This is an optimization exercise on Yosys and OpenROAD, whose aim is small area, not a production implementation.
Function was checked by simulation only, so behaviour that the tests miss may differ from the original.
Power figures rest on the tool's default switching activity, not on a simulated workload.

## flow/config.mk

```make
export PLATFORM = sky130hd
export DESIGN_NAME = hyi_telemetry
export DESIGN_NICKNAME = hyi_telemetry
export VERILOG_FILES = /design/flow/design.v
export SDC_FILE = /design/flow/constraint.sdc
export NUM_CORES = 4
export LEC_CHECK = 0
export CAP_MARGIN = 20
export CORE_MARGIN = 2
export CORE_UTILIZATION = 25
export SLEW_MARGIN = 20
```

## flow/constraint.sdc

```tcl
create_clock -name core_clock -period 12.0 [get_ports {clk}]
set_input_delay 2.4000 -clock core_clock [delete_from_list [all_inputs] [get_ports {clk}]]
set_output_delay 2.4000 -clock core_clock [all_outputs]
set_load 0.01 [all_outputs]
```

## flow/design.v

```verilog
module hyi_framer #(
    parameter [7:0] HDR = 8'hAB,
    parameter       LEN = 52,
    parameter [7:0] FTR = 8'h56
) (
    input  wire             clk,
    input  wire             rst,
    input  wire             clear,
    input  wire             push,
    input  wire [7:0]       din,
    output wire             frame_ok,
    output wire             frame_bad,
    output wire [8*(LEN-2)-1:0] frame    
);
    localparam N  = LEN - 2;
    localparam LW = $clog2(LEN);
    localparam PW = $clog2(N + 1);
    reg  [8*N-1:0]  sr;
    reg  [LW-1:0]   len;
    reg  [7:0]      sum;
    reg  [PW-1:0]   pc;
    assign frame = sr;
    wire full      = (len == LEN-1);
    wire footer_ok = (din == FTR);
    wire sum_ok    = (sum + HDR == sr[8*(N-1) +: 8]);
    assign frame_ok  = push && full && footer_ok && sum_ok;
    assign frame_bad = push && full && footer_ok && !sum_ok;
    wire [8*LEN-1:0] cand = {din, sr, HDR};
    reg [LW-1:0] nlen;
    integer j;
    always @(*) begin
        nlen = {LW{1'b0}};
        for (j = LEN-1; j >= 1; j = j - 1)
            if (cand[8*j +: 8] == HDR)
                nlen = LEN - j;
    end
    always @(posedge clk) begin
        if (push)
            sr <= {din, sr[8*N-1:8]};
    end
    wire [7:0] add_in  = (pc != 0) ? sr[8*(N-1) +: 8] : 8'd0;
    wire [7:0] sub_out = (pc == N) ? sr[7:0] : 8'd0;
    always @(posedge clk) begin
        if (rst) begin
            sum <= 8'd0;
            pc  <= {PW{1'b0}};
        end else if (push) begin
            sum <= sum + add_in - sub_out;
            if (pc != N) pc <= pc + 1'b1;
        end
    end
    always @(posedge clk) begin
        if (rst || clear) begin
            len <= {LW{1'b0}};
        end else if (push) begin
            if (len == 0) begin
                if (din == HDR) len <= 1;
            end else if (!full) begin
                len <= len + 1'b1;
            end else if (!footer_ok) begin
                len <= nlen;
            end else begin
                len <= {LW{1'b0}};
            end
        end
    end
endmodule
module hyi_telemetry (
    input  wire        clk,
    input  wire        rst,             
    input  wire        ev_valid,
    input  wire [15:0] ev_word,
    input  wire [4:0]  rd_addr,         
    output reg  [31:0] rd_data,
    output reg  [1:0]  chst_av,
    output reg  [1:0]  chst_pl,
    output reg  [1:0]  chst_jg,
    output reg         tick_running,
    output reg  [7:0]  seq,
    output reg  [7:0]  err_av,
    output reg  [7:0]  err_pl,
    output reg  [7:0]  err_jg,
    output reg  [2:0]  n_connected,     
    output reg  [2:0]  n_disconnected,
    output reg  [2:0]  n_open_error,
    output reg  [2:0]  n_errcnt,
    output reg  [1:0]  n_decoded,       
    output reg         n_sent,
    output reg         n_send_error,
    output wire        tx_valid,
    output wire [7:0]  tx_byte
);
    localparam [7:0] TEAM_ID = 8'h2A;
    localparam [1:0] CLOSED = 2'd0, OPENING = 2'd1, OPEN = 2'd2, FAULTED = 2'd3;
    localparam [1:0] CH_AV = 2'd0, CH_PL = 2'd1, CH_JG = 2'd2;
    localparam [3:0] OP_RXB = 4'h1, OP_TICK = 4'h2, OP_CONN = 4'h3, OP_OPENOK = 4'h4,
                     OP_OPENERR = 4'h5, OP_PCLOSE = 4'h6, OP_DISC = 4'h7, OP_MALF = 4'h8;
    wire [3:0] op   = ev_word[15:12];
    wire [1:0] ch   = ev_word[11:10];
    wire [1:0] rsv  = ev_word[9:8];
    wire [7:0] data = ev_word[7:0];
    reg well_formed;
    always @(*) begin
        well_formed = 1'b0;
        if (rsv == 2'b00 && ch != 2'd3) begin
            case (op)
                OP_RXB:     well_formed = 1'b1;
                OP_TICK:    well_formed = (ch == CH_JG) && (data[7:1] == 7'd0);
                OP_CONN, OP_OPENOK, OP_OPENERR, OP_PCLOSE, OP_DISC:
                            well_formed = (data == 8'd0);
                OP_MALF:    well_formed = (ch == CH_AV) && (data == 8'd0);
                default:    well_formed = 1'b0;
            endcase
        end
    end
    wire ev = ev_valid && well_formed;
    wire is_rxb    = ev && op == OP_RXB;
    wire is_tick   = ev && op == OP_TICK;
    wire is_conn   = ev && op == OP_CONN;
    wire is_openok = ev && op == OP_OPENOK;
    wire is_openerr= ev && op == OP_OPENERR;
    wire is_pclose = ev && op == OP_PCLOSE;
    wire is_disc   = ev && op == OP_DISC;
    wire is_malf   = ev && op == OP_MALF;
    wire clr_av = (ch == CH_AV) && (is_conn || is_disc ||
                  (is_openok && chst_av == OPENING) || (is_pclose && chst_av == OPEN));
    wire clr_pl = (ch == CH_PL) && (is_conn || is_disc ||
                  (is_openok && chst_pl == OPENING) || (is_pclose && chst_pl == OPEN));
    wire push_av = is_rxb && ch == CH_AV && chst_av == OPEN;
    wire push_pl = is_rxb && ch == CH_PL && chst_pl == OPEN;
    wire           av_ok, av_bad, pl_ok, pl_bad;
    wire [50*8-1:0] av_frame;    
    wire [25*8-1:0] pl_frame;    
    hyi_framer #(.HDR(8'hAB), .LEN(52), .FTR(8'h56)) u_av (
        .clk(clk), .rst(rst), .clear(clr_av), .push(push_av), .din(data),
        .frame_ok(av_ok), .frame_bad(av_bad), .frame(av_frame));
    hyi_framer #(.HDR(8'hAA), .LEN(27), .FTR(8'h55)) u_pl (
        .clk(clk), .rst(rst), .clear(clr_pl), .push(push_pl), .din(data),
        .frame_ok(pl_ok), .frame_bad(pl_bad), .frame(pl_frame));
    reg [12*32-1:0] t_av;
    reg [7:0]  t12;
    reg [6*32-1:0]  t_pl;
    reg        av_vld, pl_vld;
    integer s;
    always @(posedge clk) begin
        if (av_ok) begin
            for (s = 0; s <= 11; s = s + 1)
                t_av[32*s +: 32] <= av_frame[8*(4*s) +: 32];
            t12 <= av_frame[8*48 +: 8];
        end
        if (pl_ok) begin
            for (s = 0; s <= 5; s = s + 1)
                t_pl[32*s +: 32] <= pl_frame[8*(4*s) +: 32];
        end
    end
    always @(posedge clk) begin
        if (rst) begin
            av_vld <= 1'b0;
            pl_vld <= 1'b0;
        end else begin
            if (av_ok) av_vld <= 1'b1;
            if (pl_ok) pl_vld <= 1'b1;
        end
    end
    reg [31:0] t_rd;
    always @(*) begin
        case (rd_addr)
            5'd0:  t_rd = t_av[32*0 +: 32];
            5'd1:  t_rd = t_av[32*1 +: 32];
            5'd2:  t_rd = t_av[32*2 +: 32];
            5'd3:  t_rd = t_av[32*3 +: 32];
            5'd4:  t_rd = t_av[32*4 +: 32];
            5'd5:  t_rd = t_av[32*5 +: 32];
            5'd6:  t_rd = t_av[32*6 +: 32];
            5'd7:  t_rd = t_av[32*7 +: 32];
            5'd8:  t_rd = t_av[32*8 +: 32];
            5'd9:  t_rd = t_av[32*9 +: 32];
            5'd10: t_rd = t_av[32*10 +: 32];
            5'd11: t_rd = t_av[32*11 +: 32];
            5'd12: t_rd = {24'd0, t12};
            5'd13: t_rd = t_pl[32*0 +: 32];
            5'd14: t_rd = t_pl[32*1 +: 32];
            5'd15: t_rd = t_pl[32*2 +: 32];
            5'd16: t_rd = t_pl[32*3 +: 32];
            5'd17: t_rd = t_pl[32*4 +: 32];
            5'd18: t_rd = t_pl[32*5 +: 32];
            default: t_rd = 32'd0;
        endcase
        if (rd_addr <= 5'd12)
            rd_data = av_vld ? t_rd : 32'd0;
        else
            rd_data = pl_vld ? t_rd : 32'd0;
    end
    wire do_tx = is_tick && tick_running && chst_jg == OPEN;
    reg [75*8-1:0] ld;        
    reg [74:0]     ld_en;     
    integer b;
    always @(*) begin
        ld    = {75*8{1'b0}};
        ld_en = 75'd0;
        ld[8*5 +: 8]   = seq;
        ld[8*6  +: 32] = t_av[32*4 +: 32];
        ld[8*10 +: 32] = t_av[32*2 +: 32];
        ld[8*14 +: 32] = t_av[32*0 +: 32];
        ld[8*18 +: 32] = t_av[32*1 +: 32];
        ld[8*22 +: 32] = t_pl[32*2 +: 32];
        ld[8*26 +: 32] = t_pl[32*0 +: 32];
        ld[8*30 +: 32] = t_pl[32*1 +: 32];
        ld[8*46 +: 32] = t_av[32*8 +: 32];
        ld[8*50 +: 32] = t_av[32*9 +: 32];
        ld[8*54 +: 32] = t_av[32*10 +: 32];
        ld[8*58 +: 32] = t_av[32*5 +: 32];
        ld[8*62 +: 32] = t_av[32*6 +: 32];
        ld[8*66 +: 32] = t_av[32*7 +: 32];
        ld[8*70 +: 32] = t_av[32*11 +: 32];
        ld[8*74 +: 8]  = t12;
        for (b = 5; b <= 33; b = b + 1) ld_en[b] = 1'b1;
        for (b = 46; b <= 74; b = b + 1) ld_en[b] = 1'b1;
    end
    reg [75*8-1:0] chain;
    always @(posedge clk) begin
        for (b = 0; b <= 73; b = b + 1)
            chain[8*b +: 8] <= (do_tx && ld_en[b]) ? ld[8*b +: 8] : chain[8*(b+1) +: 8];
        chain[8*74 +: 8] <= ld[8*74 +: 8];
    end
    reg [6:0] tx_idx;
    reg       tx_active;
    reg       snap_av, snap_pl;
    reg [7:0] tx_sum;
    always @(posedge clk) begin
        if (rst) begin
            tx_active <= 1'b0;
            tx_idx    <= 7'd0;
        end else if (do_tx) begin
            tx_active <= 1'b1;
            tx_idx    <= 7'd0;
        end else if (tx_active) begin
            if (tx_idx == 7'd77) begin
                tx_active <= 1'b0;
                tx_idx    <= 7'd0;
            end else begin
                tx_idx <= tx_idx + 7'd1;
            end
        end
    end
    always @(posedge clk) begin
        if (do_tx) begin
            snap_av <= av_vld;
            snap_pl <= pl_vld;
        end
    end
    wire [7:0] head = chain[7:0];
    reg  [7:0] tx_out;
    always @(*) begin
        if (tx_idx <= 7'd1)       tx_out = 8'hFF;
        else if (tx_idx == 7'd2)  tx_out = 8'h54;
        else if (tx_idx == 7'd3)  tx_out = 8'h52;
        else if (tx_idx == 7'd4)  tx_out = TEAM_ID;
        else if (tx_idx == 7'd5)  tx_out = head;
        else if (tx_idx <= 7'd21) tx_out = snap_av ? head : 8'd0;
        else if (tx_idx <= 7'd33) tx_out = snap_pl ? head : 8'd0;
        else if (tx_idx <= 7'd45) tx_out = 8'd0;
        else if (tx_idx <= 7'd74) tx_out = snap_av ? head : 8'd0;
        else if (tx_idx == 7'd75) tx_out = tx_sum;
        else if (tx_idx == 7'd76) tx_out = 8'h0D;
        else                      tx_out = 8'h0A;
    end
    always @(posedge clk) begin
        if (do_tx) tx_sum <= 8'h5C;
        else       tx_sum <= tx_sum + tx_out;
    end
    assign tx_valid = tx_active;
    assign tx_byte  = tx_out;
    function [1:0] next_state;
        input [1:0] st;
        input       conn, openok, openerr, pclose, disc;
        begin
            next_state = st;
            if (conn)
                next_state = OPENING;
            else if (disc)
                next_state = CLOSED;
            else if (openok && st == OPENING)
                next_state = OPEN;
            else if (openerr && st == OPENING)
                next_state = FAULTED;
            else if (pclose && st == OPEN)
                next_state = CLOSED;
        end
    endfunction
    wire sel_av = (ch == CH_AV);
    wire sel_pl = (ch == CH_PL);
    wire sel_jg = (ch == CH_JG);
    wire count_av = av_bad || is_malf;
    wire count_pl = pl_bad;
    wire count_jg = do_tx && !data[0];
    always @(posedge clk) begin
        if (rst) begin
            chst_av        <= CLOSED;
            chst_pl        <= CLOSED;
            chst_jg        <= CLOSED;
            tick_running   <= 1'b0;
            seq            <= 8'd0;
            err_av         <= 8'd0;
            err_pl         <= 8'd0;
            err_jg         <= 8'd0;
            n_connected    <= 3'd0;
            n_disconnected <= 3'd0;
            n_open_error   <= 3'd0;
            n_errcnt       <= 3'd0;
            n_decoded      <= 2'd0;
            n_sent         <= 1'b0;
            n_send_error   <= 1'b0;
        end else begin
            chst_av <= next_state(chst_av, is_conn && sel_av, is_openok && sel_av,
                                  is_openerr && sel_av, is_pclose && sel_av, is_disc && sel_av);
            chst_pl <= next_state(chst_pl, is_conn && sel_pl, is_openok && sel_pl,
                                  is_openerr && sel_pl, is_pclose && sel_pl, is_disc && sel_pl);
            chst_jg <= next_state(chst_jg, is_conn && sel_jg, is_openok && sel_jg,
                                  is_openerr && sel_jg, is_pclose && sel_jg, is_disc && sel_jg);
            if (sel_jg && (is_conn || is_disc || (is_pclose && chst_jg == OPEN)))
                tick_running <= 1'b0;
            else if (sel_jg && is_openok && chst_jg == OPENING)
                tick_running <= 1'b1;
            else if (is_tick && tick_running && chst_jg != OPEN)
                tick_running <= 1'b0;
            if (do_tx)
                seq <= seq + 8'd1;
            if (count_av && err_av != 8'hFF) err_av <= err_av + 8'd1;
            if (count_pl && err_pl != 8'hFF) err_pl <= err_pl + 8'd1;
            if (count_jg && err_jg != 8'hFF) err_jg <= err_jg + 8'd1;
            n_connected[0]    <= is_openok && sel_av && chst_av == OPENING;
            n_connected[1]    <= is_openok && sel_pl && chst_pl == OPENING;
            n_connected[2]    <= is_openok && sel_jg && chst_jg == OPENING;
            n_disconnected[0] <= sel_av && (is_disc || (is_pclose && chst_av == OPEN));
            n_disconnected[1] <= sel_pl && (is_disc || (is_pclose && chst_pl == OPEN));
            n_disconnected[2] <= sel_jg && (is_disc || (is_pclose && chst_jg == OPEN));
            n_open_error[0]   <= is_openerr && sel_av && chst_av == OPENING;
            n_open_error[1]   <= is_openerr && sel_pl && chst_pl == OPENING;
            n_open_error[2]   <= is_openerr && sel_jg && chst_jg == OPENING;
            n_errcnt          <= {count_jg, count_pl, count_av};
            n_decoded         <= {pl_ok, av_ok};
            n_sent            <= do_tx && data[0];
            n_send_error      <= do_tx && !data[0];
        end
    end
endmodule
```

## flow/run.sh

```bash
#!/bin/bash
# synth_recipe.tcl (not shown) runs the flow's synth.tcl, then flattens the netlist and writes it again
# the make line also repeats each setting of config.mk as NAME=value (left out here)
make -C /OpenROAD-flow-scripts/flow DESIGN_CONFIG=/design/flow/config.mk WORK_HOME=/design/flow/orfs CLKGATE_MAP_FILE= SYNTH_SCRIPT=/design/flow/synth_recipe.tcl finish
```

==> run notes, run 1 <==
CLOCK TREE
------------------------------------------------------------------------------------
Insertion delay to the later sink of the worst-skew pair ..............      0.84 ns
Post-CTS setup buffers ................................................            0
Cell at the root of the clock tree ....................................    clkbuf_16
Hold-fix buffer count after cts .......................................            0
Max Buffers Root-to-Sink ..............................................            3
CTS Buf Count .........................................................          180
CTS Sinks .............................................................         1896
PostCTS Resize Cnt ....................................................            0
Clock transition at the registers of the reported paths ...............      0.06 ns
H-tree levels .........................................................            4
Clock tree from TritonCTS .............................................          yes

SYNTH
------------------------------------------------------------------------------------
Area fraction in and, or, nand and nor cells after synthesis ..........        0.145
Most frequently used flop master after synthesis ......................     edfxtp_1
Register area share after synthesis ...................................        0.750
Adder-cell share of the synthesized area ..............................       0.0128
Syn nets ..............................................................         5078
Cell count after synthesis ............................................         4995
Mux contribution to synthesized area ..................................      0.00249
Cell types occupying the most area after synthesis .................... edfxtp_1 54%, dfxtp_1 21%, nand2_1 8.5%, a221oi_1 1.3%, a22o_1 1.3%
Area fraction in compound gates after synthesis .......................       0.0619
Parity-gate share of the synthesized area counting xor and xnor cells .       0.0103
Library cell with the largest summed area after synthesis .............     edfxtp_1
Warnings, synthesis ...................................................            3
Flop and latch count out of synthesis .................................         1896
Fraction of registers with async set or reset after synthesis .........            0
Number of library cell types mapped by synthesis ......................           85
Dominant combinational cell family by area after synthesis ............ simple AND/OR/NAND/NOR gates
Number of synthesized flops with an enable pin ........................         1186
List of most frequent post-synthesis cells ............................ 1504 x nand2_1, 1186 x edfxtp_1, 710 x dfxtp_1, 160 x nor2_1, 128 x clkbuf_1
Proportion of netlist area held by the largest area contributor .......        0.536
Syn_area_per_cell .....................................................   13.3 sq um
Cell with the most instances after synthesis ..........................      nand2_1
Summed instance area of the synthesized netlist .......................  66400 sq um

GLOBAL ROUTING
------------------------------------------------------------------------------------
All-layer global routing usage ........................................        0.156
Largest net degree at the start of global routing .....................          174
Vias in the first global route ........................................        38.9k
Total global routing overflow .........................................            0
First-pass GRT wire length ............................................    300000 um
Initial antenna violation count .......................................           10

STATUS
------------------------------------------------------------------------------------
Run status ............................................................ complete, no violations

HOLD PATH
------------------------------------------------------------------------------------
Kind of path behind the tightest hold check ...........................      reg2reg

WORST SETUP PATH
------------------------------------------------------------------------------------
Data arrival time of the critical path ................................      6.44 ns
Register-to-register setup slack ......................................      7.27 ns
Crit path capture .....................................................   rd_data[6]
Sort of element at the end of the critical path .......................  output port
CP required ...........................................................      9.60 ns
Maximum fanout count along the critical path ..........................           23
Reg-to-Reg End ........................................................    tx_sum[7]
Depth of the most critical reg-to-reg path ............................           18
Classification of the worst setup path ................................       in2out
Element type at the critical path start ............................... primary input
Worst setup path start ................................................   rd_addr[1]
Beginning of the worst register-to-register path ......................    tx_idx[0]

FINISH
------------------------------------------------------------------------------------
Syn-to-layout area delta ..............................................        17.5%
Multi-input gate area in the final layout .............................  15700 sq um
Register area .........................................................  49800 sq um
Filler cell count .....................................................        26.4k
Layout Cell Area excl Fill ............................................  78000 sq um
Total number of nets in the final design ..............................         5236
Share of cells above drive strength 1 .................................       0.0746

FLOORPLAN
------------------------------------------------------------------------------------
CORE AREA ............................................................. 265000 sq um
Vert. Die Dim .........................................................       519 um
Effective utilization at floorplan ....................................        0.251
Number of standard-cell rows in the floorplan .........................          189
Io pins ...............................................................          120
Horizontal die dimension ..............................................       519 um
Die ar. ............................................................... 270000 sq um

STA
------------------------------------------------------------------------------------
Final worst path period share .........................................        0.737
Setup-failing EPs final ...............................................            0
Top achievable clock speed ............................................      113 MHz
Min Clock Period, post-route ..........................................      8.84 ns
Number of max-slew violations in the final report .....................            0
Worst setup slack after layout ........................................      3.16 ns
Maximum clock skew at final layout ....................................    0.0245 ns
Hold violation total from the final report ............................            0
Tightest slew margin relative to the limit ............................        0.170
Unrepaired setup endpoints after global routing .......................           no
Slew at the pin closest to its max-slew limit .........................      1.23 ns
Setup TNS after final layout ..........................................         0 ns

DETAILED ROUTING
------------------------------------------------------------------------------------
Drt via density .......................................................         4.67
Final ANT Viol Nets ...................................................            0
Final routed DRC violation total ......................................            0
Total Routed Length ...................................................    218000 um
Iteration-0 DRC count of the detailed router ..........................         5549
Total via count in the routed design ..................................        41.3k
Post-DR wirelength/cell ...............................................      24.6 um
DR pass1 iterations ...................................................            6

PLACEMENT
------------------------------------------------------------------------------------
HPWL after detailed placement .........................................    158000 um
Global placer's final weighted congestion .............................        0.945
Placed Instance Area ..................................................  71900 sq um
Port bufs .............................................................          119
Post-Place Setup Slack ................................................      3.22 ns

POWER
------------------------------------------------------------------------------------
LEAKAGE ...............................................................      27.4 nW
IR Drop Worst-Case VDD ................................................     0.160 mV
Total power divided by cell area ......................................  165 nW/um^2

JOB
------------------------------------------------------------------------------------
Reported max-cap violation count ......................................            0

==> area by class of cell <==
class	instances	share of cell area
Sequential cell	1896	0.639
Multi-Input combinational cell	2830	0.201
Clock buffer	252	0.0649
Timing Repair Buffer	176	0.0223
Antenna cell	4	0.000128
Clock inverter	87	0.0124
Inverter	69	0.00351
Tap cell	3533	0.0567
==> report_power, final <==
group	switching [mW]	total, mW	internal, mW	leakage (nW)
registers	0.00951	6.87	6.86	16.5
clock network	2.56	5.80	3.24	2.91
logic	0.0992	0.173	0.0741	8.01
total	2.67	12.8	10.2	27.4
==> registers in the layout, summed over array words and instances, names as in the netlist, 192 cells and up <==
name and flops:
chain 600, u_av.sr 400, t_av 384, u_pl.sr 200
t_pl 192
==> per-layer routing <==
layer	routed length, um	GRT usage	vias up	part of all wire
met4	8480	0.0605	10	0.039
li1	-	-	18208	-
met5	53	0	-	0.00024
met1	91800	0.210	21021	0.42
met3	18000	0.0330	302	0.083
met2	99600	0.246	1791	0.46
==> cell usage in the layout, fill, tap and decap left out, drive strengths merged, types with 15 or more instances in the layout <==
cell type / instances
o21ai: 54
nand4b: 21
nor2b: 51
a31oi: 31
and3: 39
a221oi: 101
and2: 26
buf: 58
inv: 78
clkinv: 53
edfxtp: 1186
a22oi: 88
dfxtp: 710
fa: 15
nor4bb: 73
xnor2: 43
a21oi: 75
clkbuf: 252
nand4bb: 23
nand3: 37
xor2: 35
nor2: 161
nand2b: 18
clkdlybuf4s50: 118
nor3: 26
nand2: 1504
a22o: 98
ha: 44
nand4: 76
==> critical path: stages <==
cell and delay (ns):
clkdlybuf4s50_1 0.63, or3_1 0.63, nor2_4 0.42, buf_4 0.45, a22oi_1 0.15, nand4_1 0.14, nor2_1 0.05, a21oi_1 0.84
clkdlybuf4s50_1 0.71
==> logic make-up (layout without fill, tap and decap cells) <==
family	count (synthesis)	count (layout)
xor+xnor	78	78
mux	16	16
other cells	0	4
simple gates	2126	2126
compound gates	551	551
flops	1896	1896
buf+inv	269	584
fa+ha+maj	59	59
==> worst min path at each step <==
stage                from          to  slack, ns  depth (start not counted)
5_1_grt        chain[290]  chain[282]       0.31                          0
2_1_floorplan    chain[8]    chain[0]       0.31                          0
4_1_cts        chain[290]  chain[282]       0.31                          0
6_report       chain[290]  chain[282]       0.31                          0
3_3_place_gp   chain[373]  chain[365]       0.31                          0
3_5_place_dp   chain[343]  chain[335]       0.31                          0
==> metrics by stage <==
stage	util	instances	total power [mW]	hold slack, ns
finish	0.295	8847	12.8	0.306
global placement	0.272	8502	7.17	0.311
floorplan	-	4995	7.12	0.310
detailed placement	0.272	8503	7.18	0.312
CTS	0.295	8842	12.9	0.309
global route	0.295	8845	13.2	0.314
==> inputs of run 2 (changes only) <==
--- a/flow/design.v
+++ b/flow/design.v
@@ -192,36 +192,17 @@
             rd_data = pl_vld ? t_rd : 32'd0;
     end
     wire do_tx = is_tick && tick_running && chst_jg == OPEN;
-    reg [75*8-1:0] ld;        
-    reg [74:0]     ld_en;     
-    integer b;
-    always @(*) begin
-        ld    = {75*8{1'b0}};
-        ld_en = 75'd0;
-        ld[8*5 +: 8]   = seq;
-        ld[8*6  +: 32] = t_av[32*4 +: 32];
-        ld[8*10 +: 32] = t_av[32*2 +: 32];
-        ld[8*14 +: 32] = t_av[32*0 +: 32];
-        ld[8*18 +: 32] = t_av[32*1 +: 32];
-        ld[8*22 +: 32] = t_pl[32*2 +: 32];
-        ld[8*26 +: 32] = t_pl[32*0 +: 32];
-        ld[8*30 +: 32] = t_pl[32*1 +: 32];
-        ld[8*46 +: 32] = t_av[32*8 +: 32];
-        ld[8*50 +: 32] = t_av[32*9 +: 32];
-        ld[8*54 +: 32] = t_av[32*10 +: 32];
-        ld[8*58 +: 32] = t_av[32*5 +: 32];
-        ld[8*62 +: 32] = t_av[32*6 +: 32];
-        ld[8*66 +: 32] = t_av[32*7 +: 32];
-        ld[8*70 +: 32] = t_av[32*11 +: 32];
-        ld[8*74 +: 8]  = t12;
-        for (b = 5; b <= 33; b = b + 1) ld_en[b] = 1'b1;
-        for (b = 46; b <= 74; b = b + 1) ld_en[b] = 1'b1;
-    end
-    reg [75*8-1:0] chain;
+    reg [32*7-1:0] snap_a;    
+    reg [32*7-1:0] snap_b;    
+    reg [7:0]      snap_c;    
     always @(posedge clk) begin
-        for (b = 0; b <= 73; b = b + 1)
-            chain[8*b +: 8] <= (do_tx && ld_en[b]) ? ld[8*b +: 8] : chain[8*(b+1) +: 8];
-        chain[8*74 +: 8] <= ld[8*74 +: 8];
+        if (do_tx) begin
+            snap_a <= {t_pl[32*1 +: 32], t_pl[32*0 +: 32], t_pl[32*2 +: 32],
+                       t_av[32*1 +: 32], t_av[32*0 +: 32], t_av[32*2 +: 32], t_av[32*4 +: 32]};
+            snap_b <= {t_av[32*11 +: 32], t_av[32*7 +: 32], t_av[32*6 +: 32], t_av[32*5 +: 32],
+                       t_av[32*10 +: 32], t_av[32*9 +: 32], t_av[32*8 +: 32]};
+            snap_c <= t12;
+        end
     end
     reg [6:0] tx_idx;
     reg       tx_active;
@@ -249,18 +230,19 @@
             snap_pl <= pl_vld;
         end
     end
-    wire [7:0] head = chain[7:0];
+    wire [6:0] widx = tx_idx - 7'd6;
     reg  [7:0] tx_out;
     always @(*) begin
         if (tx_idx <= 7'd1)       tx_out = 8'hFF;
         else if (tx_idx == 7'd2)  tx_out = 8'h54;
         else if (tx_idx == 7'd3)  tx_out = 8'h52;
         else if (tx_idx == 7'd4)  tx_out = TEAM_ID;
-        else if (tx_idx == 7'd5)  tx_out = head;
-        else if (tx_idx <= 7'd21) tx_out = snap_av ? head : 8'd0;
-        else if (tx_idx <= 7'd33) tx_out = snap_pl ? head : 8'd0;
+        else if (tx_idx == 7'd5)  tx_out = seq - 8'd1;
+        else if (tx_idx <= 7'd21) tx_out = snap_av ? snap_a[8*widx[4:0] +: 8] : 8'd0;
+        else if (tx_idx <= 7'd33) tx_out = snap_pl ? snap_a[8*widx[4:0] +: 8] : 8'd0;
         else if (tx_idx <= 7'd45) tx_out = 8'd0;
-        else if (tx_idx <= 7'd74) tx_out = snap_av ? head : 8'd0;
+        else if (tx_idx <= 7'd73) tx_out = snap_av ? snap_b[8*(widx - 7'd40) +: 8] : 8'd0;
+        else if (tx_idx == 7'd74) tx_out = snap_av ? snap_c : 8'd0;
         else if (tx_idx == 7'd75) tx_out = tx_sum;
         else if (tx_idx == 7'd76) tx_out = 8'h0D;
         else                      tx_out = 8'h0A;
==> flow/flow/run.sh (new file) <==
#!/bin/bash
# Own layout flow:
#  1. the standard synthesis (standard.sh synth), unchanged;
#  2. the gates between the flip-flops re-mapped for area by Yosys/ABC
#     (flow/remap.tcl): every flip-flop keeps its name and cell type;
#  3. the standard layout from that netlist (standard.sh), with the
#     clock tree built from clkbuf_8 leaf buffers in larger clusters and
#     without dummy loads, and the port buffers made with buf_1.
# Each tool's output goes to a log file of its own in the work folder.
set -euo pipefail
W=$(pwd)
R=$W/orfs/results/$FLOW_PLATFORM/hyi_telemetry/base
PDK=$FLOW_HOME/platforms/$FLOW_PLATFORM

bash standard.sh synth > $W/log_1_synth.txt 2>&1

DONT_USE=$(sed -n '/^export DONT_USE_CELLS/,/^#/p' $PDK/config.mk | grep -o 'sky130_fd_sc_hd__[a-z0-9_]*' | tr '\n' ' ')
cp $R/1_2_yosys.v $W/netlist_standard.v
REMAP_LIB=$PDK/lib/sky130_fd_sc_hd__tt_025C_1v80.lib \
REMAP_FLOPS=$W/flow/flops.v \
REMAP_ABC=$W/flow/area.abc \
REMAP_IN=$W/netlist_standard.v \
REMAP_OUT=$W/netlist_remapped.v \
REMAP_TOP=$FLOW_TOP \
REMAP_LOGDIR=$W \
REMAP_DONT_USE="$DONT_USE" \
  yosys -c $W/flow/remap.tcl > $W/log_2_remap.txt 2>&1
cp $W/netlist_remapped.v $R/1_2_yosys.v
rm -f $R/1_synth.odb $R/1_synth.sdc

CTS="-sink_clustering_enable -repair_clock_nets -dont_use_dummy_load -buf_list sky130_fd_sc_hd__clkbuf_8 -sink_clustering_size 16 -sink_clustering_max_diameter 70"
bash standard.sh finish "CTS_ARGS=$CTS" "BUFFER_PORTS_ARGS=-buffer_cell sky130_fd_sc_hd__buf_1" > $W/log_3_layout.txt 2>&1
==> flow/flow/area.abc (new file) <==
strash
&get -n
&fraig -x
&put
dc2
strash
&get -n
&dch -f
&nf -R 1000
&put
==> flow/flow/flops.v (new file) <==
(* techmap_celltype = "sky130_fd_sc_hd__edfxtp_1" *)
module _map_edfxtp (input CLK, input D, input DE, output Q);
  \$_DFFE_PP_ _TECHMAP_REPLACE_ (.C(CLK), .D(D), .E(DE), .Q(Q));
endmodule
(* techmap_celltype = "sky130_fd_sc_hd__dfxtp_1" *)
module _map_dfxtp (input CLK, input D, output Q);
  \$_DFF_P_ _TECHMAP_REPLACE_ (.C(CLK), .D(D), .Q(Q));
endmodule
==> flow/flow/remap.tcl (new file) <==
# Re-map the combinational logic of the standard synthesis netlist for area.
# The flip-flops keep their instance names and cell types: they are turned back
# into Yosys flip-flops for the re-mapping and mapped again by dfflibmap.
yosys -import
set lib $::env(REMAP_LIB)
set dont_use {}
foreach c $::env(REMAP_DONT_USE) { lappend dont_use -dont_use $c }
read_liberty -ignore_miss_func $lib
read_verilog $::env(REMAP_IN)
hierarchy -check -top $::env(REMAP_TOP)
tee -o $::env(REMAP_LOGDIR)/remap_before.txt stat -liberty $lib
techmap -map $::env(REMAP_FLOPS)
flatten
opt_clean -purge
tee -o $::env(REMAP_LOGDIR)/remap_mid.txt stat
abc -liberty $lib -script $::env(REMAP_ABC) {*}$dont_use
read_liberty -lib -overwrite $lib
dfflibmap -liberty $lib {*}$dont_use
opt_clean -purge
hilomap -singleton -hicell sky130_fd_sc_hd__conb_1 HI -locell sky130_fd_sc_hd__conb_1 LO
splitnets
opt_clean -purge
insbuf -buf sky130_fd_sc_hd__buf_4 A X
tee -o $::env(REMAP_LOGDIR)/remap_check.txt check -assert -mapped
tee -o $::env(REMAP_LOGDIR)/remap_after.txt stat -liberty $lib
write_verilog -noattr -nohex -nodec $::env(REMAP_OUT)
==> flow/standard.sh (new file) <==
#!/bin/bash
# synth_recipe.tcl (not shown) runs the flow's synth.tcl, then flattens the netlist and writes it again
# the make line also repeats each setting of config.mk as NAME=value (left out here)
make -C /OpenROAD-flow-scripts/flow DESIGN_CONFIG=/design/flow/config.mk WORK_HOME=/design/flow/orfs CLKGATE_MAP_FILE= SYNTH_SCRIPT=/design/flow/synth_recipe.tcl "${@:-finish}"
--- a/flow/config.mk
+++ b/flow/config.mk
@@ -7,5 +7,5 @@
 export LEC_CHECK = 0
 export CAP_MARGIN = 20
 export CORE_MARGIN = 2
-export CORE_UTILIZATION = 25
+export CORE_UTILIZATION = 60
 export SLEW_MARGIN = 20
removed: flow/run.sh
==> run 2 against run 1 <==
Clock power decreased by 53%. Die area decreased by 59%. Worst hold slack improved by 0.12 ns. Via count decreased by 3.4%.
==> run notes, run 2 <==
STATUS
------------------------------------------------------------------------------------
Run status ............................................................ complete, no violations

STA
------------------------------------------------------------------------------------
Setup-failing EPs final ...............................................            0
Tightest slew margin relative to the limit ............................        0.162
Slew at the pin closest to its max-slew limit .........................      1.26 ns
Top achievable clock speed ............................................      117 MHz
Unrepaired setup endpoints after global routing .......................           no
Setup TNS after final layout ..........................................         0 ns
Number of max-slew violations in the final report .....................            0
Final worst path period share .........................................        0.710
Maximum clock skew at final layout ....................................     0.113 ns
Min Clock Period, post-route ..........................................      8.52 ns
Hold violation total from the final report ............................            0

WORST SETUP PATH
------------------------------------------------------------------------------------
Maximum fanout count along the critical path ..........................           39
Most Frequent Cell on Critical Path ...................................      o21ai_0
CP required ...........................................................      9.60 ns
Sort of element at the end of the critical path .......................  output port
Largest delay share family, worst path ................................ compound AO/OA/AOI/OAI gates
Number of logic stages on the critical path including buffering .......           12
Beginning of the worst register-to-register path ......................    tx_idx[1]
Reg-to-Reg End ........................................................    tx_sum[7]
Count of buffering cells on the critical path with inverters included .            3
Worst path slowest cell ...............................................      dfxtp_1
Element type at the critical path start ...............................    flip-flop
Cells along the critical path ......................................... and2_4 -> buf_4 -> buf_4 -> a222oi_1 -> a21oi_1 -> nand2_1 -> nand2_1 -> o21ai_0 -> o21ai_0 -> o21ai_0 -> o31ai_1 -> buf_1
Depth of the most critical reg-to-reg path ............................           19
Register-to-register setup slack ......................................      5.39 ns
Critical path's largest stage delay ...................................      1.03 ns
Classification of the worst setup path ................................      reg2out
Data arrival time of the critical path ................................      6.12 ns

FINISH
------------------------------------------------------------------------------------
Syn-to-layout area delta ..............................................        6.45%
Share of cells above drive strength 1 .................................       0.0563
Leading cell type in the layout, fill and taps excluded ...............     edfxtp_1
Layout Cell Area excl Fill ............................................  68400 sq um
Biggest registers after layout ........................................ u_av.sr (400), t_av (384)
Register bank with the most flops .....................................      u_av.sr
Total number of nets in the final design ..............................         4039
Fraction of the core area covered by cells at the end of the flow .....        0.641
Max FFs per register ..................................................          400
Final non-filler cell total ...........................................         5423
Filler cell count .....................................................         7520
Most frequent cells in the layout ..................................... 1642 x edfxtp_1, 262 x nand2_1, 217 x a21oi_1, 187 x nor2_1, 179 x a222oi_1

FLOORPLAN
------------------------------------------------------------------------------------
Horizontal die dimension ..............................................       331 um
Io pins ...............................................................          120
Number of standard-cell rows in the floorplan .........................          120
Die ar. ............................................................... 110000 sq um
Vert. Die Dim .........................................................       331 um
Effective utilization at floorplan ....................................        0.602
CORE AREA ............................................................. 107000 sq um

CLOCK TREE
------------------------------------------------------------------------------------
CTS Buf Count .........................................................          121
Insertion delay to the later sink of the worst-skew pair ..............      0.87 ns
H-tree levels .........................................................            3
PostCTS Resize Cnt ....................................................            0
Post-CTS setup buffers ................................................            0
Clock tree from TritonCTS .............................................          yes
CTS Sinks .............................................................         1752
Hold-fix buffer count after cts .......................................            0
Cell at the root of the clock tree ....................................     clkbuf_8
Clock transition at the registers of the reported paths ...............      0.11 ns
Max Buffers Root-to-Sink ..............................................            3

JOB
------------------------------------------------------------------------------------
Reported max-cap violation count ......................................            0

PLACEMENT
------------------------------------------------------------------------------------
HPWL after detailed placement .........................................    160000 um
Port bufs .............................................................          119
Global placer's final weighted congestion .............................         1.06
Cell count after placement ............................................         5295
Placed Instance Area ..................................................  66700 sq um

GLOBAL ROUTING
------------------------------------------------------------------------------------
Vias in the first global route ........................................        36.2k
Largest net degree at the start of global routing .....................          182
Total global routing overflow .........................................            0
First-pass GRT wire length ............................................    299000 um
Initial antenna violation count .......................................           25
All-layer global routing usage ........................................        0.409

HOLD PATH
------------------------------------------------------------------------------------
Worst Hold Path EP ....................................................   snap_a[78]
Startpoint of the lowest-slack hold path ..............................     t_av[14]
Worst Hold Depth ......................................................            0
Kind of path behind the tightest hold check ...........................      reg2reg

DETAILED ROUTING
------------------------------------------------------------------------------------
Final routed DRC violation total ......................................            0
Iteration-0 DRC count of the detailed router ..........................         8722
Drt via density .......................................................         7.36
Total via count in the routed design ..................................        39.9k
Total Routed Length ...................................................    225000 um
DR pass1 iterations ...................................................           10
Final ANT Viol Nets ...................................................            0
Post-DR wirelength/cell ...............................................      41.5 um

SYNTH
------------------------------------------------------------------------------------
Syn nets ..............................................................         3811
Cell count after synthesis ............................................         3787
Warnings, synthesis ...................................................            3
Summed instance area of the synthesized netlist .......................  64200 sq um
Syn_area_per_cell .....................................................   17.0 sq um

POWER
------------------------------------------------------------------------------------
Power Total ...........................................................      9.42 mW
IR Drop Worst-Case VDD ................................................     0.111 mV
Total power divided by cell area ......................................  138 nW/um^2
Combinational fraction of design power ................................        0.013
NetSw .................................................................      1.91 mW
Internal power summed over all cells ..................................      7.52 mW
LEAKAGE ...............................................................      20.6 nW
Share of total power in the clock network .............................        0.288
Proportion of power drawn by flip-flops and latches ...................        0.700
Switching fraction of total power .....................................        0.202

[run 2: cell types whose count changed in the layout (fill, tap and decap cells not counted), moves of 71 or more]
| cell | previous run | this run |
|---|---|---|
| clkbuf_8 | 16 | 121 |
| nand2_1 | 1504 | 262 |
| a222oi_1 | 8 | 179 |
| clkdlybuf4s50_1 | 118 | 0 |
| buf_1 | 0 | 118 |
| a22o_1 | 98 | 7 |
| edfxtp_1 | 1186 | 1642 |
| dfxtp_1 | 710 | 110 |
| a21oi_1 | 75 | 217 |
| a221oi_1 | 101 | 30 |
| clkbuf_16 | 186 | 0 |
[run 2: worst max path at each step]
stage	slack [ns]	endpoint	start
3_3_place_gp	3.85	rd_data[22]	rd_addr[1]
3_5_place_dp	3.72	rd_data[22]	rd_addr[1]
2_1_floorplan	-6.06	t12[0]	ev_word[8]
5_1_grt	3.34	tx_byte[2]	tx_idx[1]
6_report	3.48	tx_byte[2]	tx_idx[1]
4_1_cts	3.65	tx_byte[2]	tx_idx[1]
[run 2: power by group through the flow]
stage,Sequential [mW],Combinational [mW],Clock (mW)
after floorplan,6.73,0.0639,0
after global placement,6.73,0.111,0
after detailed placement,6.73,0.113,0
after CTS,6.59,0.114,2.68
after global routing,6.60,0.123,2.87
final,6.59,0.119,2.71
[run 2: metal layers]
layer	wire, um	track usage	share of wire
met4	12400	0.181	0.055
met5	70	0	0.00031
met2	96500	0.580	0.43
met3	37300	0.165	0.17
met1	79000	0.562	0.35
[run 2: final cells by class]
| type | count | area (sq um) | share of cell area |
|---|---|---|---|
| Antenna cell | 7 | 17.5 | 0.000256 |
| Clock buffer | 121 | 1670 | 0.0244 |
| Inverter | 29 | 150 | 0.00220 |
| Multi-Input combinational cell | 1927 | 12200 | 0.179 |
| Sequential cell | 1752 | 51500 | 0.753 |
| Tap cell | 1403 | 1760 | 0.0257 |
| Timing Repair Buffer | 184 | 1020 | 0.0150 |
[run 2: worst register-to-register path, delay by kind of cell (launching register included)]
| family | cells | cell delay [ns] |
|---|---|---|
| AO/OA/AOI/OAI | 5 | 1.55 |
| flip-flops | 1 | 0.67 |
| AND/OR/NAND/NOR | 7 | 1.40 |
| buffers and inverters | 2 | 0.85 |
| adder cells (fa/ha/maj) | 5 | 2.02 |
[run 2: through the flow]
step	hold slack, ns	setup slack, ns
after CTS	0.427	3.65
after global placement	0.431	3.85
after global routing	0.432	3.34
after floorplan	0.417	-6.06
final	0.421	3.48
after detailed placement	0.437	3.72
==> inputs of run 3 (changes only) <==
--- a/flow/design.v
+++ b/flow/design.v
@@ -17,12 +17,13 @@
     localparam PW = $clog2(N + 1);
     reg  [8*N-1:0]  sr;
     reg  [LW-1:0]   len;
-    reg  [7:0]      sum;
+    reg  [7:0]      acc;
     reg  [PW-1:0]   pc;
     assign frame = sr;
+    wire [7:0] ck      = sr[8*(N-1) +: 8];
     wire full      = (len == LEN-1);
     wire footer_ok = (din == FTR);
-    wire sum_ok    = (sum + HDR == sr[8*(N-1) +: 8]);
+    wire sum_ok    = (acc == {ck[6:0], 1'b0});
     assign frame_ok  = push && full && footer_ok && sum_ok;
     assign frame_bad = push && full && footer_ok && !sum_ok;
     wire [8*LEN-1:0] cand = {din, sr, HDR};
@@ -38,14 +39,13 @@
         if (push)
             sr <= {din, sr[8*N-1:8]};
     end
-    wire [7:0] add_in  = (pc != 0) ? sr[8*(N-1) +: 8] : 8'd0;
     wire [7:0] sub_out = (pc == N) ? sr[7:0] : 8'd0;
     always @(posedge clk) begin
         if (rst) begin
-            sum <= 8'd0;
+            acc <= HDR;
             pc  <= {PW{1'b0}};
         end else if (push) begin
-            sum <= sum + add_in - sub_out;
+            acc <= acc + din - sub_out;
             if (pc != N) pc <= pc + 1'b1;
         end
     end
@@ -162,34 +162,15 @@
             if (pl_ok) pl_vld <= 1'b1;
         end
     end
-    reg [31:0] t_rd;
+    wire [32*19-1:0] t_all = {t_pl, 24'd0, t12, t_av};
+    reg  [18:0] rd_sel;
+    integer r;
     always @(*) begin
-        case (rd_addr)
-            5'd0:  t_rd = t_av[32*0 +: 32];
-            5'd1:  t_rd = t_av[32*1 +: 32];
-            5'd2:  t_rd = t_av[32*2 +: 32];
-            5'd3:  t_rd = t_av[32*3 +: 32];
-            5'd4:  t_rd = t_av[32*4 +: 32];
-            5'd5:  t_rd = t_av[32*5 +: 32];
-            5'd6:  t_rd = t_av[32*6 +: 32];
-            5'd7:  t_rd = t_av[32*7 +: 32];
-            5'd8:  t_rd = t_av[32*8 +: 32];
-            5'd9:  t_rd = t_av[32*9 +: 32];
-            5'd10: t_rd = t_av[32*10 +: 32];
-            5'd11: t_rd = t_av[32*11 +: 32];
-            5'd12: t_rd = {24'd0, t12};
-            5'd13: t_rd = t_pl[32*0 +: 32];
-            5'd14: t_rd = t_pl[32*1 +: 32];
-            5'd15: t_rd = t_pl[32*2 +: 32];
-            5'd16: t_rd = t_pl[32*3 +: 32];
-            5'd17: t_rd = t_pl[32*4 +: 32];
-            5'd18: t_rd = t_pl[32*5 +: 32];
-            default: t_rd = 32'd0;
-        endcase
-        if (rd_addr <= 5'd12)
-            rd_data = av_vld ? t_rd : 32'd0;
-        else
-            rd_data = pl_vld ? t_rd : 32'd0;
+        for (r = 0; r <= 18; r = r + 1)
+            rd_sel[r] = (rd_addr == r) && ((r <= 12) ? av_vld : pl_vld);
+        rd_data = 32'd0;
+        for (r = 0; r <= 18; r = r + 1)
+            rd_data = rd_data | (t_all[32*r +: 32] & {32{rd_sel[r]}});
     end
     wire do_tx = is_tick && tick_running && chst_jg == OPEN;
     reg [32*7-1:0] snap_a;    
@@ -230,22 +211,32 @@
             snap_pl <= pl_vld;
         end
     end
-    wire [6:0] widx = tx_idx - 7'd6;
+    wire [8*57-1:0] snap_all = {snap_c, snap_b, snap_a};
+    reg  [56:0] tx_sel;
+    reg  [7:0]  snap_byte;
+    integer q;
+    always @(*) begin
+        for (q = 0; q <= 27; q = q + 1)
+            tx_sel[q] = (tx_idx == q + 6) && ((q <= 15) ? snap_av : snap_pl);
+        for (q = 28; q <= 56; q = q + 1)
+            tx_sel[q] = (tx_idx == q + 18) && snap_av;
+        snap_byte = 8'd0;
+        for (q = 0; q <= 56; q = q + 1)
+            snap_byte = snap_byte | (snap_all[8*q +: 8] & {8{tx_sel[q]}});
+    end
     reg  [7:0] tx_out;
     always @(*) begin
-        if (tx_idx <= 7'd1)       tx_out = 8'hFF;
-        else if (tx_idx == 7'd2)  tx_out = 8'h54;
-        else if (tx_idx == 7'd3)  tx_out = 8'h52;
-        else if (tx_idx == 7'd4)  tx_out = TEAM_ID;
-        else if (tx_idx == 7'd5)  tx_out = seq - 8'd1;
-        else if (tx_idx <= 7'd21) tx_out = snap_av ? snap_a[8*widx[4:0] +: 8] : 8'd0;
-        else if (tx_idx <= 7'd33) tx_out = snap_pl ? snap_a[8*widx[4:0] +: 8] : 8'd0;
-        else if (tx_idx <= 7'd45) tx_out = 8'd0;
-        else if (tx_idx <= 7'd73) tx_out = snap_av ? snap_b[8*(widx - 7'd40) +: 8] : 8'd0;
-        else if (tx_idx == 7'd74) tx_out = snap_av ? snap_c : 8'd0;
-        else if (tx_idx == 7'd75) tx_out = tx_sum;
-        else if (tx_idx == 7'd76) tx_out = 8'h0D;
-        else                      tx_out = 8'h0A;
+        case (tx_idx)
+            7'd0, 7'd1: tx_out = 8'hFF;
+            7'd2:       tx_out = 8'h54;
+            7'd3:       tx_out = 8'h52;
+            7'd4:       tx_out = TEAM_ID;
+            7'd5:       tx_out = seq - 8'd1;
+            7'd75:      tx_out = tx_sum;
+            7'd76:      tx_out = 8'h0D;
+            7'd77:      tx_out = 8'h0A;
+            default:    tx_out = snap_byte;
+        endcase
     end
     always @(posedge clk) begin
         if (do_tx) tx_sum <= 8'h5C;
==> flow/flow/run.sh (replaced) <==
#!/bin/bash
# Own layout flow:
#  2. candidate netlists for the same design:
#     - the same ORFS synthesis with an area-oriented ABC script in place of
#       ORFS's delay-oriented one (flow/nf4.abc, flow/nf2.abc, flow/area.abc),
#     - the standard netlist with the gates between its flip-flops re-mapped
#       for area (flow/remap.tcl);
#     the smallest candidate whose flip-flops (instance names and cell types)
#     are exactly the standard synthesis's is kept;
#  3. the standard layout from that netlist (standard.sh), with the
#     clock tree built from clkbuf_8 leaf buffers in larger clusters and
#     without dummy loads, and the port buffers made with buf_1.
# Each tool's output goes to a log file of its own in the work folder.
set -euo pipefail
W=$(pwd)
R=$W/orfs/results/$FLOW_PLATFORM/hyi_telemetry/base
PDK=$FLOW_HOME/platforms/$FLOW_PLATFORM
LIB=$PDK/lib/sky130_fd_sc_hd__tt_025C_1v80.lib

bash standard.sh synth > $W/log_1_synth.txt 2>&1
cp $R/1_2_yosys.v $W/cand_standard.v

# ORFS synthesis with another ABC script
sed 's#log_cmd abc {\*}$abc_args#log_cmd abc -script $::env(ALT_ABC_SCRIPT) {*}[lrange $abc_args 2 end]#' \
  $FLOW_HOME/scripts/synth.tcl > $W/synth_alt.tcl
sed "s#source \$::env(SCRIPTS_DIR)/synth.tcl#source $W/synth_alt.tcl#" $W/synth_recipe.tcl > $W/synth_recipe_alt.tcl
pids=""
for s in nf4 nf2 area; do
  ( ALT_ABC_SCRIPT=$W/flow/$s.abc bash standard.sh synth WORK_HOME=$W/orfs_$s SYNTH_SCRIPT=$W/synth_recipe_alt.tcl \
      > $W/log_1_synth_$s.txt 2>&1 \
    && cp $W/orfs_$s/results/$FLOW_PLATFORM/hyi_telemetry/base/1_2_yosys.v $W/cand_$s.v ) || true &
  pids="$pids $!"
done

DONT_USE=$(sed -n '/^export DONT_USE_CELLS/,/^#/p' $PDK/config.mk | grep -o 'sky130_fd_sc_hd__[a-z0-9_]*' | tr '\n' ' ')
( REMAP_LIB=$LIB REMAP_FLOPS=$W/flow/flops.v REMAP_ABC=$W/flow/area.abc \
  REMAP_IN=$W/cand_standard.v REMAP_OUT=$W/cand_remap.v REMAP_TOP=$FLOW_TOP \
  REMAP_LOGDIR=$W REMAP_DONT_USE="$DONT_USE" \
  yosys -c $W/flow/remap.tcl > $W/log_2_remap.txt 2>&1 ) || rm -f $W/cand_remap.v
wait $pids || true

flops() { grep -E '^ *sky130_fd_sc_hd__(edfxtp|dfxtp|dfrtp|dfstp|dfxbp|edfxbp|dfrbp|dfsbp|dfbbp|dfbbn|dfrtn|dlx|dlr|sdf|sedf)[a-z0-9_]* ' $1 | awk '{print $1, $2}' | sort; }
flops $W/cand_standard.v > $W/flops_standard.txt
best=standard; best_area=""
for c in standard remap nf4 nf2 area; do
  f=$W/cand_$c.v
  [ -f $f ] || continue
  flops $f > $W/flops_$c.txt
  if ! cmp -s $W/flops_$c.txt $W/flops_standard.txt; then echo "$c: flip-flops differ" >> $W/log_3_choice.txt; continue; fi
  STAT_LIB=$LIB STAT_IN=$f STAT_TOP=$FLOW_TOP STAT_OUT=$W/cand_$c yosys -c $W/flow/stat.tcl > $W/log_3_stat_$c.txt 2>&1 || continue
  a=$(grep 'Chip area for module' $W/cand_$c.stat | awk '{print $NF}')
  echo "$c: $a" >> $W/log_3_choice.txt
  if [ -z "$best_area" ] || python3 -c "import sys; sys.exit(0 if $a < $best_area else 1)"; then best=$c; best_area=$a; fi
done
echo "chosen: $best $best_area" >> $W/log_3_choice.txt
cp $W/cand_$best.v $R/1_2_yosys.v
rm -f $R/1_synth.odb $R/1_synth.sdc

CTS="-sink_clustering_enable -repair_clock_nets -dont_use_dummy_load -buf_list sky130_fd_sc_hd__clkbuf_8 -sink_clustering_size 16 -sink_clustering_max_diameter 70"
bash standard.sh finish "CTS_ARGS=$CTS" "BUFFER_PORTS_ARGS=-buffer_cell sky130_fd_sc_hd__buf_1" > $W/log_4_layout.txt 2>&1
==> flow/flow/nf2.abc (new file) <==
strash
&get -n
&fraig -x
&put
dc2
strash
&get -n
&dch -f
&nf -R 1000
&put
strash
&get -n
&dch -f
&nf -R 1000
&put
==> flow/flow/nf4.abc (new file) <==
strash
&get -n
&fraig -x
&put
dc2
strash
&get -n
&dch -f
&nf -R 1000
&put
strash
&get -n
&dch -f
&nf -R 1000
&put
strash
&get -n
&dch -f
&nf -R 1000
&put
strash
&get -n
&dch -f
&nf -R 1000
&put
==> flow/flow/stat.tcl (new file) <==
# Print the standard-cell area of a netlist and write its flip-flop list.
yosys -import
read_liberty -lib $::env(STAT_LIB)
read_verilog $::env(STAT_IN)
hierarchy -check -top $::env(STAT_TOP)
tee -o $::env(STAT_OUT).stat stat -liberty $::env(STAT_LIB)
==> run 3 against run 2 <==
Core utilization is 1.3 points higher. Sequential share of layout area rose by 0.56 points. Worst setup slack better by 0.54 ns. Synthesized area is 2.2% lower. Largest cell class unchanged. Largest power group unchanged. Via count up 0.98%. Critical endpoint is now rd_data[6].
==> run notes, run 3 <==
FLOORPLAN
------------------------------------------------------------------------------------
Vert. Die Dim .........................................................       327 um
Die ar. ............................................................... 107000 sq um
Number of standard-cell rows in the floorplan .........................          118
Horizontal die dimension ..............................................       327 um
Effective utilization at floorplan ....................................        0.606
CORE AREA ............................................................. 104000 sq um
Io pins ...............................................................          120

CLOCK TREE
------------------------------------------------------------------------------------
Clock transition at the registers of the reported paths ...............      0.09 ns
H-tree levels .........................................................            4
PostCTS Resize Cnt ....................................................            0
Insertion delay to the later sink of the worst-skew pair ..............      0.89 ns
Clock tree from TritonCTS .............................................          yes
Post-CTS setup buffers ................................................            0
CTS Buf Count .........................................................          130
CTS Sinks .............................................................         1752
Cell at the root of the clock tree ....................................     clkbuf_8
Hold-fix buffer count after cts .......................................            0
Max Buffers Root-to-Sink ..............................................            3

FINISH
------------------------------------------------------------------------------------
Total number of nets in the final design ..............................         3961
Biggest registers after layout ........................................ u_av.sr (400), t_av (384)
Share of cells above drive strength 1 .................................       0.0753
Leading cell type in the layout, fill and taps excluded ...............     edfxtp_1
Register bank with the most flops .....................................      u_av.sr
Layout Cell Area excl Fill ............................................  67900 sq um
Filler cell count .....................................................         7063
Final non-filler cell total ...........................................         5268
Most frequent cells in the layout ..................................... 1642 x edfxtp_1, 248 x a222oi_1, 211 x nand2_1, 203 x nor2_1, 130 x clkbuf_8
Syn-to-layout area delta ..............................................        8.09%
Max FFs per register ..................................................          400

STA
------------------------------------------------------------------------------------
Top achievable clock speed ............................................      125 MHz
Tightest slew margin relative to the limit ............................        0.143
Hold violation total from the final report ............................            0
Final worst path period share .........................................        0.664
Hold WS ...............................................................     0.431 ns
Min Clock Period, post-route ..........................................      7.97 ns
Maximum clock skew at final layout ....................................    0.0806 ns
Number of max-slew violations in the final report .....................            0
Unrepaired setup endpoints after global routing .......................           no
Setup TNS after final layout ..........................................         0 ns
Setup-failing EPs final ...............................................            0
Slew at the pin closest to its max-slew limit .........................      1.27 ns

SYNTH
------------------------------------------------------------------------------------
Warnings, synthesis ...................................................            3
Syn_area_per_cell .....................................................   17.8 sq um
Syn nets ..............................................................         3607
Summed instance area of the synthesized netlist .......................  62800 sq um
Cell count after synthesis ............................................         3526

PLACEMENT
------------------------------------------------------------------------------------
Port bufs .............................................................          119
Cell count after placement ............................................         5127
HPWL after detailed placement .........................................    176000 um
Placed Instance Area ..................................................  66000 sq um
Global placer's final weighted congestion .............................         1.06

STATUS
------------------------------------------------------------------------------------
Run status ............................................................ complete, no violations

HOLD PATH
------------------------------------------------------------------------------------
Kind of path behind the tightest hold check ...........................      reg2reg

WORST SETUP PATH
------------------------------------------------------------------------------------
Most Frequent Cell on Critical Path ...................................        buf_1
Element type at the critical path start ............................... primary input
Count of buffering cells on the critical path with inverters included .            3
CP required ...........................................................      9.60 ns
Classification of the worst setup path ................................       in2out
Data arrival time of the critical path ................................      5.57 ns
Sort of element at the end of the critical path .......................  output port
Critical path's largest stage delay ...................................      0.84 ns
Maximum fanout count along the critical path ..........................           32
Cells along the critical path ......................................... buf_1 -> nor2_1 -> nand3_1 -> nor3_2 -> buf_4 -> a222oi_1 -> nand4_1 -> a221o_1 -> buf_1
Largest delay share family, worst path ................................ compound AO/OA/AOI/OAI gates
Worst path slowest cell ...............................................     a222oi_1

GLOBAL ROUTING
------------------------------------------------------------------------------------
Met1 Resource Use GR ..................................................        0.608
All-layer global routing usage ........................................        0.451
GR Layer Usage met3 ...................................................        0.226
First-pass GRT wire length ............................................    318000 um
Largest net degree at the start of global routing .....................          158
Total global routing overflow .........................................            0
Grt met2 use ..........................................................        0.605
Busiest layer in global routing .......................................         met1
Initial antenna violation count .......................................           18
Vias in the first global route ........................................        36.6k

DETAILED ROUTING
------------------------------------------------------------------------------------
Final routed DRC violation total ......................................            0
Total via count in the routed design ..................................        40.3k
Drt via density .......................................................         7.65
Final ANT Viol Nets ...................................................            0
Post-DR wirelength/cell ...............................................      45.9 um
Iteration-0 DRC count of the detailed router ..........................        10.0k
DR pass1 iterations ...................................................           13
Total Routed Length ...................................................    242000 um

POWER
------------------------------------------------------------------------------------
Total power divided by cell area ......................................  140 nW/um^2
IR Drop Worst-Case VDD ................................................     0.109 mV
Power Total ...........................................................      9.52 mW
LEAKAGE ...............................................................      20.8 nW

JOB
------------------------------------------------------------------------------------
Reported max-cap violation count ......................................            0

[run 3: worst paths after layout]
path           startpoint          end  slack (ns)  cells after the start
max            rd_addr[3]   rd_data[6]        4.03                      9
min              t_pl[29]  snap_a[189]        0.43                      0
max reg2reg  u_av.sr[396]  u_av.len[0]        5.57                     39
min reg2reg      t_pl[29]  snap_a[189]        0.43                      0
[run 3: per-layer routing]
metal	vias up	wire length [um]
met4	4	15600
met1	20198	80400
met5	-	26
met2	4226	98400
li1	15226	-
met3	653	47400
[run 3: stage by stage]
step                setup WS, ns   util
floorplan                  -3.28      -
global placement            4.00  0.637
detailed placement          4.03  0.637
CTS                         4.22  0.654
global route                4.14  0.655
finish                      4.03  0.655
[run 3: final cells by class]
cell class / instances / area, sq um / area share
tap: 1380 / 1730 / 0.0254
clock buffer: 130 / 1790 / 0.0264
inverter: 78 / 324 / 0.00478
sequential: 1752 / 51500 / 0.759
antenna: 10 / 25.0 / 0.000369
multi-input combinational: 1695 / 11200 / 0.165
timing repair buffer: 223 / 1280 / 0.0189
[run 3: report_power, final]
part	internal (mW)	switching (mW)	total, mW
sequential	6.58	0.0113	6.59
combinational	0.0565	0.0768	0.133
clock	0.976	1.82	2.80
==> inputs of run 4 (changes only) <==
--- a/flow/config.mk
+++ b/flow/config.mk
@@ -5,7 +5,7 @@
 export SDC_FILE = /design/flow/constraint.sdc
 export NUM_CORES = 4
 export LEC_CHECK = 0
-export CAP_MARGIN = 20
+export CAP_MARGIN = 10
 export CORE_MARGIN = 2
 export CORE_UTILIZATION = 60
-export SLEW_MARGIN = 20
+export SLEW_MARGIN = 10
==> run 4 against run 3 <==
Still clean on timing, DRC and antenna. Core utilization about the same. Worst hold slack better by 0.0058 ns. Critical path depth rose by 4. Total power barely moved. Cell area hardly changed. Clock power about the same. Non-clock buffer count fell by 1. Via count up 0.55%. Critical endpoint is now tx_byte[3]. Largest cell class unchanged.
==> run notes, run 4 <==
FINISH
------------------------------------------------------------------------------------
Filler cell count .....................................................         7063
Leading cell type in the layout, fill and taps excluded ...............     edfxtp_1
Layout Cell Area excl Fill ............................................  67900 sq um
Total number of nets in the final design ..............................         3960
Max FFs per register ..................................................          400
Most frequent cells in the layout ..................................... 1642 x edfxtp_1, 248 x a222oi_1, 211 x nand2_1, 203 x nor2_1, 130 x clkbuf_8
Syn-to-layout area delta ..............................................        8.09%
Register bank with the most flops .....................................      u_av.sr
Share of cells above drive strength 1 .................................       0.0751
Biggest registers after layout ........................................ u_av.sr (400), t_av (384)

CLOCK TREE
------------------------------------------------------------------------------------
Clock transition at the registers of the reported paths ...............      0.10 ns
PostCTS Resize Cnt ....................................................            0
H-tree levels .........................................................            4
Cell at the root of the clock tree ....................................     clkbuf_8
CTS Buf Count .........................................................          130
CTS Sinks .............................................................         1752
Max Buffers Root-to-Sink ..............................................            3
Insertion delay to the later sink of the worst-skew pair ..............      0.88 ns
Hold-fix buffer count after cts .......................................            0
Clock tree from TritonCTS .............................................          yes
Post-CTS setup buffers ................................................            0

GLOBAL ROUTING
------------------------------------------------------------------------------------
GR Layer Usage met3 ...................................................        0.226
Grt met2 use ..........................................................        0.605
All-layer global routing usage ........................................        0.451
Total global routing overflow .........................................            0
First-pass GRT wire length ............................................    318000 um
Met1 Resource Use GR ..................................................        0.608
Busiest layer in global routing .......................................         met1
Initial antenna violation count .......................................           18
Largest net degree at the start of global routing .....................          158
Vias in the first global route ........................................        36.6k

WORST SETUP PATH
------------------------------------------------------------------------------------
Count of buffering cells on the critical path with inverters included .            3
Worst setup path start ................................................    tx_idx[0]
Classification of the worst setup path ................................      reg2out
Maximum fanout count along the critical path ..........................            8
Beginning of the worst register-to-register path ...................... u_av.sr[396]
Largest delay share family, worst path ................................ compound AO/OA/AOI/OAI gates
Critical path's largest stage delay ...................................      1.12 ns
Element type at the critical path start ...............................    flip-flop
Data arrival time of the critical path ................................      5.78 ns
Worst path slowest cell ...............................................     a221oi_1
Most Frequent Cell on Critical Path ...................................     a221oi_1
CP required ...........................................................      9.60 ns
Sort of element at the end of the critical path .......................  output port
Cells along the critical path ......................................... clkinv_1 -> ha_1 -> nand3_1 -> nor2_2 -> buf_4 -> a222oi_1 -> nand2_1 -> a221oi_1 -> nand4_1 -> a221oi_1 -> and3_1 -> a21oi_1 -> buf_1

PLACEMENT
------------------------------------------------------------------------------------
Placed Instance Area ..................................................  66000 sq um
Port bufs .............................................................          119
Global placer's final weighted congestion .............................         1.06
HPWL after detailed placement .........................................    176000 um
Post-Place Setup Slack ................................................      4.03 ns

STA
------------------------------------------------------------------------------------
Final worst path period share .........................................        0.681
Setup-failing EPs final ...............................................            0
Maximum clock skew at final layout ....................................    0.0756 ns
Number of max-slew violations in the final report .....................            0
Top achievable clock speed ............................................      122 MHz
Min Clock Period, post-route ..........................................      8.18 ns
Slew at the pin closest to its max-slew limit .........................      1.38 ns
Hold violation total from the final report ............................            0
Tightest slew margin relative to the limit ............................       0.0819
Worst setup slack after layout ........................................      3.82 ns
Setup TNS after final layout ..........................................         0 ns
Unrepaired setup endpoints after global routing .......................           no
Hold WS ...............................................................     0.437 ns

POWER
------------------------------------------------------------------------------------
IR Drop Worst-Case VDD ................................................     0.108 mV
LEAKAGE ...............................................................      20.8 nW
Total power divided by cell area ......................................  140 nW/um^2

DETAILED ROUTING
------------------------------------------------------------------------------------
Final routed DRC violation total ......................................            0
Final ANT Viol Nets ...................................................            0
Post-DR wirelength/cell ...............................................      45.9 um
Drt via density .......................................................         7.69
Total via count in the routed design ..................................        40.5k
Total Routed Length ...................................................    242000 um
DR pass1 iterations ...................................................           13
Iteration-0 DRC count of the detailed router ..........................        10.2k

HOLD PATH
------------------------------------------------------------------------------------
Startpoint of the lowest-slack hold path ..............................     t_pl[29]
Kind of path behind the tightest hold check ...........................      reg2reg

SYNTH
------------------------------------------------------------------------------------
Syn nets ..............................................................         3607
Syn_area_per_cell .....................................................   17.8 sq um
Cell count after synthesis ............................................         3526
Summed instance area of the synthesized netlist .......................  62800 sq um
Warnings, synthesis ...................................................            3

FLOORPLAN
------------------------------------------------------------------------------------
Effective utilization at floorplan ....................................        0.606
CORE AREA ............................................................. 104000 sq um
Number of standard-cell rows in the floorplan .........................          118
Die ar. ............................................................... 107000 sq um
Horizontal die dimension ..............................................       327 um
Io pins ...............................................................          120
Vert. Die Dim .........................................................       327 um

STATUS
------------------------------------------------------------------------------------
Run status ............................................................ complete, no violations

JOB
------------------------------------------------------------------------------------
Reported max-cap violation count ......................................            0

==> run 4: changes by cell type in the layout (fill, tap and decap cells not counted) <==
cell	delta
buf_4	+1
buf_6	-1
clkbuf_4	-1
diode_2	+3
==> run 4: per-layer routing <==
| layer | part of all wire | routed length [um] | vias to the layer above |
|---|---|---|---|
| met3 | 0.19 | 47000 | 648 |
| li1 | - | - | 15222 |
| met4 | 0.064 | 15500 | 6 |
| met2 | 0.41 | 98700 | 4332 |
| met1 | 0.33 | 80600 | 20320 |
| met5 | 0.00028 | 68 | - |
==> run 4: final timing paths <==
check / depth (start not counted) / slack [ns] / endpoint
setup / recovery: 13 / 3.82 / tx_byte[3]
hold / removal: 0 / 0.44 / snap_a[189]
setup reg to reg: 39 / 5.51 / u_av.len[0]
hold reg to reg: 0 / 0.44 / snap_a[189]
==> run 4: cell type report <==
class / instances / area, sq um / area share
antenna: 13 / 32.5 / 0.000479
clock buffer: 130 / 1790 / 0.0264
inverter: 78 / 324 / 0.00478
multi-input combinational: 1695 / 11200 / 0.165
sequential: 1752 / 51500 / 0.759
tap: 1380 / 1730 / 0.0254
timing repair buffer: 222 / 1270 / 0.0187
==> run 4: worst register-to-register path, delay by kind of cell, from the launching register on <==
kind | cells | cell delay (ns)
and+or+nand+nor | 17 | 2.82
AOI/OAI and AO/OA | 22 | 3.12
DFF | 1 | 0.45
==> run 4: report_power, final <==
group          leakage, nW  internal, mW  switching [mW]  total [mW]
clock network        0.935         0.976            1.83        2.80
logic                 4.28        0.0565          0.0767       0.133
registers             15.6          6.58          0.0115        6.59
==> run 4: stage by stage <==
stage / total power, mW / util / instances
final: 9.53 / 0.655 / 5270
after global routing: 9.72 / 0.654 / 5258
after CTS: 9.50 / 0.654 / 5257
after detailed placement: 6.86 / 0.637 / 5127
after global placement: 6.85 / 0.637 / 5127
after floorplan: 6.82 / - / 3526

## afterwards: timing with drivers on the ports
In the flow no input, the clock included, has a driving cell. The finished layouts below were timed again as built, in two steps.
Step 1 sets driving cells, clkbuf_16 on the clock port and buf_2 on the other inputs (assumed; they add their load-dependent delay and slew).
Step 2 adds t to the input delays and takes it off the output delays; t is the mean of the earliest and latest rising clock arrival at the registers after step 1. Input paths then give back, and output paths get back, about the clock's delay inside the block.
Slacks: no drivers / after step 1 / after step 2; pairs: no drivers / after step 1.
run | t, ns | setup slack, ns | worst hold slack (ns)
run 1 | 0.908 | 3.161 / 3.114 / 3.114 | 0.306 / 0.306 / 0.306
run 2 | 0.894 | 3.483 / 3.415 / 3.467 | 0.421 / 0.421 / 0.421
run 3 | 0.919 | 4.027 / 3.974 / 3.692 | 0.431 / 0.431 / 0.431
run 4 | 0.920 | 3.824 / 3.757 / 3.632 | 0.437 / 0.437 / 0.437
After both steps every run listed still meets setup and hold. The setup slack of run 3, which loses most, moves by -0.053 ns with the drivers and by -0.335 ns with both steps.
